Background: an optimization exercise with open tools, aiming at small area. Do not read the settings as production practice.
Where RTL was checked, it was by simulation tests only, not by an equivalence proof against the original.
The flow treats the clock pin as an ideal source, which a real chip does not have.
No activity file was given, so power comes from the tool's default toggle rates.

==> 12-08: inputs <==
==> flow/design.v <==
module jtag_txn_seq #(
    parameter integer MAX_POLLS = 200
) (
    input  wire        clk,
    input  wire        rst,
    input  wire        req_valid,
    output wire        req_ready,
    input  wire [3:0]  req_cmd,
    input  wire [31:0] req_addr,
    input  wire [31:0] req_wdata,
    output wire        rsp_valid,
    input  wire        rsp_ready,
    output wire [2:0]  rsp_status,
    output wire [1:0]  rsp_kind,
    output wire [31:0] rsp_rdata,
    output wire [31:0] rsp_idcode,
    output wire        rsp_dev_found,
    output wire [7:0]  rsp_dev_desc,
    output wire [7:0]  rsp_tp_err,
    output wire        port_suspect,
    input  wire        port_resync,
    output wire [31:0] seq_status,
    output wire [31:0] dbg_poll_count,
    output wire        tp_cmd_valid,
    input  wire        tp_cmd_ready,
    output reg  [1:0]  tp_cmd_op,
    output reg  [5:0]  tp_cmd_width,
    output reg  [31:0] tp_cmd_bits,
    input  wire        tp_rsp_valid,
    input  wire        tp_rsp_ok,
    input  wire [31:0] tp_rsp_bits,
    input  wire [7:0]  tp_rsp_err,
    output wire [10:0] cat_mfg_id,
    output wire [15:0] cat_part_id,
    input  wire        cat_found,
    input  wire [7:0]  cat_desc
);
    localparam [3:0] IR_STATUS      = 4'h8;
    localparam [3:0] IR_TXN_COMMAND = 4'h9;
    localparam [3:0] IR_ADDRESS     = 4'hA;
    localparam [3:0] IR_DATA        = 4'hB;
    localparam [3:0] IR_IDCODE      = 4'hC;
    localparam integer STATUS_FL_BIT = 1;
    localparam integer STATUS_RD_BIT = 2;
    localparam [3:0] PH_IDLE        = 4'h0;
    localparam [3:0] PH_ID_SEL      = 4'h1;
    localparam [3:0] PH_ID_SHIFT    = 4'h2;
    localparam [3:0] PH_ADDR_SEL    = 4'h3;
    localparam [3:0] PH_ADDR_SHIFT  = 4'h4;
    localparam [3:0] PH_WDATA_SEL   = 4'h5;
    localparam [3:0] PH_WDATA_SHIFT = 4'h6;
    localparam [3:0] PH_CMD_SEL     = 4'h7;
    localparam [3:0] PH_CMD_SHIFT   = 4'h8;
    localparam [3:0] PH_STAT_SEL    = 4'h9;
    localparam [3:0] PH_STAT_POLL   = 4'hA;
    localparam [3:0] PH_RDATA_SEL   = 4'hB;
    localparam [3:0] PH_RDATA_SHIFT = 4'hC;
    localparam [3:0] PH_RESPOND     = 4'hD;
    localparam [3:0] PH_FAULT       = 4'hE;
    localparam [1:0] K_IDENTIFY = 2'b00;
    localparam [1:0] K_READ     = 2'b01;
    localparam [1:0] K_WRITE    = 2'b10;
    localparam [1:0] K_FAULT    = 2'b11;
    localparam [1:0] OP_WRITE_IR = 2'b00;
    localparam [1:0] OP_READ_DR  = 2'b01;
    localparam [1:0] OP_WRITE_DR = 2'b10;
    reg [3:0]  phase;
    reg        waiting;
    reg [1:0]  kind;
    reg [1:0]  space;
    reg        suspect;
    reg        polled;
    reg [31:0] a_q;
    reg [31:0] w_q;
    wire [1:0] req_op = req_cmd[1:0];
    wire [1:0] req_sp = req_cmd[3:2];
    wire       req_illegal = (req_op == 2'b11) || (req_op != 2'b00 && req_sp == 2'b11);
    wire idle    = (phase == PH_IDLE);
    wire accept  = idle && req_valid;
    wire in_tp   = (phase != PH_IDLE) && (phase < PH_RESPOND);
    wire answer  = in_tp && waiting && tp_rsp_valid;
    always @(*) begin
        tp_cmd_op    = OP_WRITE_IR;
        tp_cmd_width = 6'd4;
        tp_cmd_bits  = 32'h0;
        case (phase)
            PH_ID_SEL:      tp_cmd_bits = {28'h0, IR_IDCODE};
            PH_ID_SHIFT:    begin tp_cmd_op = OP_READ_DR;  tp_cmd_width = 6'd32; end
            PH_ADDR_SEL:    tp_cmd_bits = {28'h0, IR_ADDRESS};
            PH_ADDR_SHIFT:  begin tp_cmd_op = OP_WRITE_DR; tp_cmd_width = 6'd32; tp_cmd_bits = a_q; end
            PH_WDATA_SEL:   tp_cmd_bits = {28'h0, IR_DATA};
            PH_WDATA_SHIFT: begin tp_cmd_op = OP_WRITE_DR; tp_cmd_width = 6'd32; tp_cmd_bits = w_q; end
            PH_CMD_SEL:     tp_cmd_bits = {28'h0, IR_TXN_COMMAND};
            PH_CMD_SHIFT:   begin tp_cmd_op = OP_WRITE_DR; tp_cmd_bits = {29'h0, kind[0], space}; end
            PH_STAT_SEL:    tp_cmd_bits = {28'h0, IR_STATUS};
            PH_STAT_POLL:   tp_cmd_op = OP_READ_DR;
            PH_RDATA_SEL:   tp_cmd_bits = {28'h0, IR_DATA};
            PH_RDATA_SHIFT: begin tp_cmd_op = OP_READ_DR;  tp_cmd_width = 6'd32; end
            default: ;
        endcase
    end
    assign tp_cmd_valid = in_tp && !waiting;
    wire [3:0] poll_bits  = tp_rsp_bits[3:0];
    wire       poll_fail  = poll_bits[STATUS_FL_BIT];
    wire       poll_ready = poll_bits[STATUS_RD_BIT];
    wire [7:0] poll_cnt   = polled ? a_q[7:0] : 8'h0;
    wire [7:0] poll_next  = poll_cnt + 8'd1;
    wire       poll_limit = (poll_next == MAX_POLLS[7:0]);
    assign cat_mfg_id  = w_q[11:1];
    assign cat_part_id = w_q[27:12];
    always @(posedge clk) begin
        if (rst) begin
            phase   <= PH_IDLE;
            suspect <= 1'b1;
            polled  <= 1'b0;
        end else begin
            if (idle && port_resync)
                suspect <= 1'b0;
            if (accept) begin
                polled  <= 1'b0;
                waiting <= 1'b0;
                space   <= req_sp;
                if (req_illegal) begin
                    kind  <= K_FAULT;
                    phase <= PH_FAULT;
                end else begin
                    kind  <= req_op;
                    phase <= (req_op == K_IDENTIFY) ? PH_ID_SEL : PH_ADDR_SEL;
                end
            end
            if (phase == PH_RESPOND && rsp_ready)
                phase <= PH_IDLE;
            if (in_tp) begin
                if (!waiting) begin
                    if (tp_cmd_ready)
                        waiting <= 1'b1;
                end else if (tp_rsp_valid) begin
                    waiting <= !tp_rsp_ok;
                    if (!tp_rsp_ok) begin
                        suspect <= 1'b1;
                        phase   <= PH_RESPOND;
                    end else begin
                        case (phase)
                            PH_ID_SHIFT:    phase <= PH_RESPOND;
                            PH_ADDR_SHIFT:  phase <= (kind == K_WRITE) ? PH_WDATA_SEL : PH_CMD_SEL;
                            PH_STAT_POLL: begin
                                polled <= 1'b1;
                                if (poll_fail) begin
                                    phase <= PH_RESPOND;
                                end else if (poll_ready) begin
                                    phase <= (kind == K_READ) ? PH_RDATA_SEL : PH_RESPOND;
                                end else if (poll_limit) begin
                                    suspect <= 1'b1;
                                    phase   <= PH_RESPOND;
                                end
                            end
                            PH_RDATA_SHIFT: phase <= PH_RESPOND;
                            default:        phase <= phase + 4'd1;
                        endcase
                    end
                end
            end
        end
    end
    always @(posedge clk) begin
        if (accept)
            a_q <= req_addr;
        else if (answer && tp_rsp_ok && phase == PH_STAT_POLL)
            a_q[11:0] <= {poll_bits, poll_next};
    end
    always @(posedge clk) begin
        if (accept)
            w_q <= req_wdata;
        else if (answer && (phase == PH_ID_SHIFT || phase == PH_RDATA_SHIFT || !tp_rsp_ok))
            w_q <= tp_rsp_ok ? tp_rsp_bits : {24'h0, tp_rsp_err};
    end
    wire is_respond = (phase == PH_RESPOND);
    wire is_fault   = (phase == PH_FAULT);
    wire [3:0] last_status = polled ? a_q[11:8] : 4'h0;
    wire       tp_error = waiting;
    wire       lst_fl   = last_status[STATUS_FL_BIT];
    wire       lst_rd   = last_status[STATUS_RD_BIT];
    wire [2:0] status   = is_fault ? 3'd4 :
                          {1'b0, tp_error | (polled & !lst_fl & !lst_rd),
                                 !tp_error & polled & (lst_fl | !lst_rd)};
    assign req_ready      = idle;
    assign rsp_valid      = is_respond || is_fault;
    assign rsp_status     = status;
    assign rsp_kind       = kind;
    assign rsp_rdata      = w_q;
    assign rsp_idcode     = w_q;
    assign rsp_dev_found  = cat_found;
    assign rsp_dev_desc   = cat_desc;
    assign rsp_tp_err     = w_q[7:0];
    assign port_suspect   = suspect;
    assign dbg_poll_count = {24'h0, poll_cnt};
    wire id_ok = is_respond && (kind == K_IDENTIFY) && !tp_error;
    assign seq_status = {14'h0,
                         rsp_valid ? kind : 2'b00,
                         last_status,
                         phase,
                         id_ok & cat_found,
                         rsp_valid ? status : 3'b000,
                         is_fault,
                         suspect,
                         rsp_valid,
                         in_tp};
endmodule
==> flow/flow/run.sh <==
#!/bin/bash
# Standard layout, with the port buffers made from the smallest buffer cell.
set -euo pipefail
export BUFFER_PORTS_ARGS="-buffer_cell sky130_fd_sc_hd__buf_1"
export SKIP_REPAIR_TIE_FANOUT=1
bash standard.sh > standard.log 2>&1
==> flow/standard.sh <==
#!/bin/bash
# synth_recipe.tcl (not shown) runs the flow's synth.tcl, then flattens the netlist and writes it again
# the make line also repeats each setting of config.mk as NAME=value (left out here)
make -C /OpenROAD-flow-scripts/flow DESIGN_CONFIG=/design/flow/config.mk WORK_HOME=/design/flow/orfs CLKGATE_MAP_FILE= SYNTH_SCRIPT=/design/flow/synth_recipe.tcl "${@:-finish}"
==> flow/config.mk <==
export PLATFORM = sky130hd
export DESIGN_NAME = jtag_txn_seq
export DESIGN_NICKNAME = jtag_txn_seq
export VERILOG_FILES = /design/flow/design.v
export SDC_FILE = /design/flow/constraint.sdc
export NUM_CORES = 4
export LEC_CHECK = 0
export ABC_AREA = 1
export CAP_MARGIN = 20
export CORE_MARGIN = 2
export CORE_UTILIZATION = 40
export CTS_BUF_LIST = sky130_fd_sc_hd__clkbuf_8
export PLACE_DENSITY = 0.6
export SLEW_MARGIN = 20
==> flow/constraint.sdc <==
create_clock -name core_clock -period 10.0 [get_ports {clk}]
set_input_delay 2.0000 -clock core_clock [delete_from_list [all_inputs] [get_ports {clk}]]
set_output_delay 2.0000 -clock core_clock [all_outputs]
set_load 0.01 [all_outputs]
==> 05-04: changes against 12-08 <==
--- a/flow/design.v
+++ b/flow/design.v
@@ -142,6 +142,13 @@
                     end else begin
                         case (phase)
+                            PH_ID_SEL:      phase <= PH_ID_SHIFT;
                             PH_ID_SHIFT:    phase <= PH_RESPOND;
-                            PH_ADDR_SHIFT:  phase <= (kind == K_WRITE) ? PH_WDATA_SEL : PH_CMD_SEL;
+                            PH_ADDR_SEL:    phase <= PH_ADDR_SHIFT;
+                            PH_ADDR_SHIFT:  phase <= kind[1] ? PH_WDATA_SEL : PH_CMD_SEL;
+                            PH_WDATA_SEL:   phase <= PH_WDATA_SHIFT;
+                            PH_WDATA_SHIFT: phase <= PH_CMD_SEL;
+                            PH_CMD_SEL:     phase <= PH_CMD_SHIFT;
+                            PH_CMD_SHIFT:   phase <= PH_STAT_SEL;
+                            PH_STAT_SEL:    phase <= PH_STAT_POLL;
                             PH_STAT_POLL: begin
                                 polled <= 1'b1;
@@ -149,5 +156,5 @@
                                     phase <= PH_RESPOND;
                                 end else if (poll_ready) begin
-                                    phase <= (kind == K_READ) ? PH_RDATA_SEL : PH_RESPOND;
+                                    phase <= kind[0] ? PH_RDATA_SEL : PH_RESPOND;
                                 end else if (poll_limit) begin
                                     suspect <= 1'b1;
@@ -155,6 +162,6 @@
                                 end
                             end
-                            PH_RDATA_SHIFT: phase <= PH_RESPOND;
-                            default:        phase <= phase + 4'd1;
+                            PH_RDATA_SEL:   phase <= PH_RDATA_SHIFT;
+                            default:        phase <= PH_RESPOND;
                         endcase
                     end
@@ -163,15 +170,27 @@
         end
     end
+    wire        a_load = accept;
+    wire        a_poll = answer && tp_rsp_ok && (phase == PH_STAT_POLL);
+    wire        a_hold = !a_load && !a_poll;
     always @(posedge clk) begin
-        if (accept)
-            a_q <= req_addr;
-        else if (answer && tp_rsp_ok && phase == PH_STAT_POLL)
-            a_q[11:0] <= {poll_bits, poll_next};
-    end
+        if (idle)
+            a_q[31:12] <= req_addr[31:12];
+        a_q[11:0] <= ({12{a_load}} & req_addr[11:0])
+                   | ({12{a_poll}} & {poll_bits, poll_next})
+                   | ({12{a_hold}} & a_q[11:0]);
+    end
+    wire        w_load = idle;
+    wire        w_cap  = answer && (!kind[1] || !tp_rsp_ok);
+    wire        w_ok   = w_cap && tp_rsp_ok;
+    wire        w_err  = w_cap && !tp_rsp_ok;
+    wire        w_hold = !w_load && !w_cap;
     always @(posedge clk) begin
-        if (accept)
-            w_q <= req_wdata;
-        else if (answer && (phase == PH_ID_SHIFT || phase == PH_RDATA_SHIFT || !tp_rsp_ok))
-            w_q <= tp_rsp_ok ? tp_rsp_bits : {24'h0, tp_rsp_err};
+        w_q[31:8] <= ({24{w_load}} & req_wdata[31:8])
+                   | ({24{w_cap}}  & tp_rsp_bits[31:8])
+                   | ({24{w_hold}} & w_q[31:8]);
+        w_q[7:0]  <= ({8{w_load}} & req_wdata[7:0])
+                   | ({8{w_ok}}   & tp_rsp_bits[7:0])
+                   | ({8{w_err}}  & tp_rsp_err)
+                   | ({8{w_hold}} & w_q[7:0]);
     end
     wire is_respond = (phase == PH_RESPOND);
==> flow/flow/run.sh (replaced) <==
#!/bin/bash
# Standard layout with these changes:
#  * synthesis is the standard script, with an area-oriented ABC script
#    (flow/abc_area.script) in place of ORFS's abc_area.script;
#  * the port buffers are made from the smallest buffer cell, and constant
#    outputs share one tie cell;
#  * the clock tree has no dummy balancing loads, and lightly loaded leaf
#    buffers are downsized (flow/clkresize.tcl).
set -euo pipefail
export BUFFER_PORTS_ARGS="-buffer_cell sky130_fd_sc_hd__buf_1"
export SKIP_REPAIR_TIE_FANOUT=1
export CTS_ARGS="-sink_clustering_enable -repair_clock_nets -dont_use_dummy_load -buf_list sky130_fd_sc_hd__clkbuf_8"
rm -rf scripts_abc
cp -r "$FLOW_HOME/scripts" scripts_abc
cp flow/abc_area.script scripts_abc/abc_area.script
SCRIPTS_DIR="$PWD/scripts_abc" bash standard.sh synth > synth.log 2>&1
bash standard.sh cts > cts.log 2>&1
RESULTS="$PWD/orfs/results/sky130hd/jtag_txn_seq/base" SLEW_MAX=0.11 \
  openroad -no_init -exit flow/clkresize.tcl > clkresize.log 2>&1
bash standard.sh > standard.log 2>&1
==> flow/flow/abc_area.script (new file) <==
strash
&get -n
&deepsyn -J 100
&dch -f
&nf -a -R 1000
&put
topo
==> flow/flow/clkresize.tcl (new file) <==
set R $::env(RESULTS)
set P $::env(FLOW_HOME)/platforms/sky130hd
read_lef $P/lef/sky130_fd_sc_hd.tlef
read_lef $P/lef/sky130_fd_sc_hd_merged.lef
read_liberty $P/lib/sky130_fd_sc_hd__tt_025C_1v80.lib
read_db $R/4_cts.odb
read_sdc $R/4_cts.sdc
source $P/setRC.tcl
set_propagated_clock [all_clocks]
estimate_parasitics -placement
set slew_max $::env(SLEW_MAX)

proc clk_slew {} {
  set w 0
  foreach p [get_pins -hierarchical */CLK] {
    set s [get_property $p slew_max]
    if {$s > $w} { set w $s }
  }
  return $w
}

# leaves first (buffers that drive only flip-flop clock pins), then the rest
set leaves {}
set others {}
foreach inst [get_cells -filter "ref_name==sky130_fd_sc_hd__clkbuf_8"] {
  set net [get_nets -of_objects [get_pins -of_objects $inst -filter "direction==output"]]
  set leaf 1
  foreach p [get_pins -of_objects $net -filter "direction==input"] {
    if {![string match */CLK [get_full_name $p]]} { set leaf 0 }
  }
  if {$leaf} { lappend leaves $inst } else { lappend others $inst }
}
foreach inst [concat $leaves $others] {
  replace_cell $inst sky130_fd_sc_hd__clkbuf_4
  estimate_parasitics -placement
  set s [clk_slew]
  if {$s > $slew_max} {
    replace_cell $inst sky130_fd_sc_hd__clkbuf_8
    estimate_parasitics -placement
    puts "keep [get_full_name $inst] clkbuf_8 (worst clock slew [format %.3f $s] with clkbuf_4)"
  } else {
    puts "downsize [get_full_name $inst] to clkbuf_4 (worst clock slew [format %.3f $s])"
  }
}
puts "worst clock slew [format %.3f [clk_slew]]"
write_db $R/4_cts.odb
==> comparison <==
Between 05-04 and 12-08, the lower via count is in 05-04 (gap 6.9%, measured against 12-08).
First-iteration DRC count: 05-04 is lower than 12-08 (about 20%).
Synthesized area: 05-04 is smaller than 12-08 (about 14%).
Of 05-04 and 12-08, 12-08 has the higher clock power (gap 41%, measured against 12-08).
Of 12-08 and 05-04, 12-08 has the higher final area (gap about 16%, measured against 05-04).
Against 12-08, the non-clock buffer count of 05-04 is higher by 2.
Against 12-08, the total power of 05-04 is smaller by about 2.6%.
No functional check of the RTL was part of 12-08.

[afterwards: timing with drivers on the ports]
The results above use ideal ports. As a check the final layouts listed here were re-extracted and re-timed, cells and wires unchanged.
Step 1: set_driving_cell puts a clkbuf_16 on clk and a buf_2 on each other input, an assumption about the parent block.
Step 2 adds t to the input delays and takes it off the output delays; t is the mean of the earliest and latest rising clock arrival at the registers after step 1. Input paths then give back, and output paths get back, about the clock's delay inside the block.
Slacks: ideal ports / drivers / drivers and shift; pairs: ideal ports / drivers.
| run | t (ns) | setup WS [ns] | pins driven straight from the clock port |
|---|---|---|---|
| 12-08 | 0.386 | 5.465 / 5.439 / 5.439 | 1 |
| 05-04 | 0.433 | 5.554 / 5.532 / 5.532 | 1 |
After both steps every run listed still meets setup and hold. The setup slack of 12-08, which loses most, moves by -0.026 ns with the drivers and by -0.026 ns with both steps.
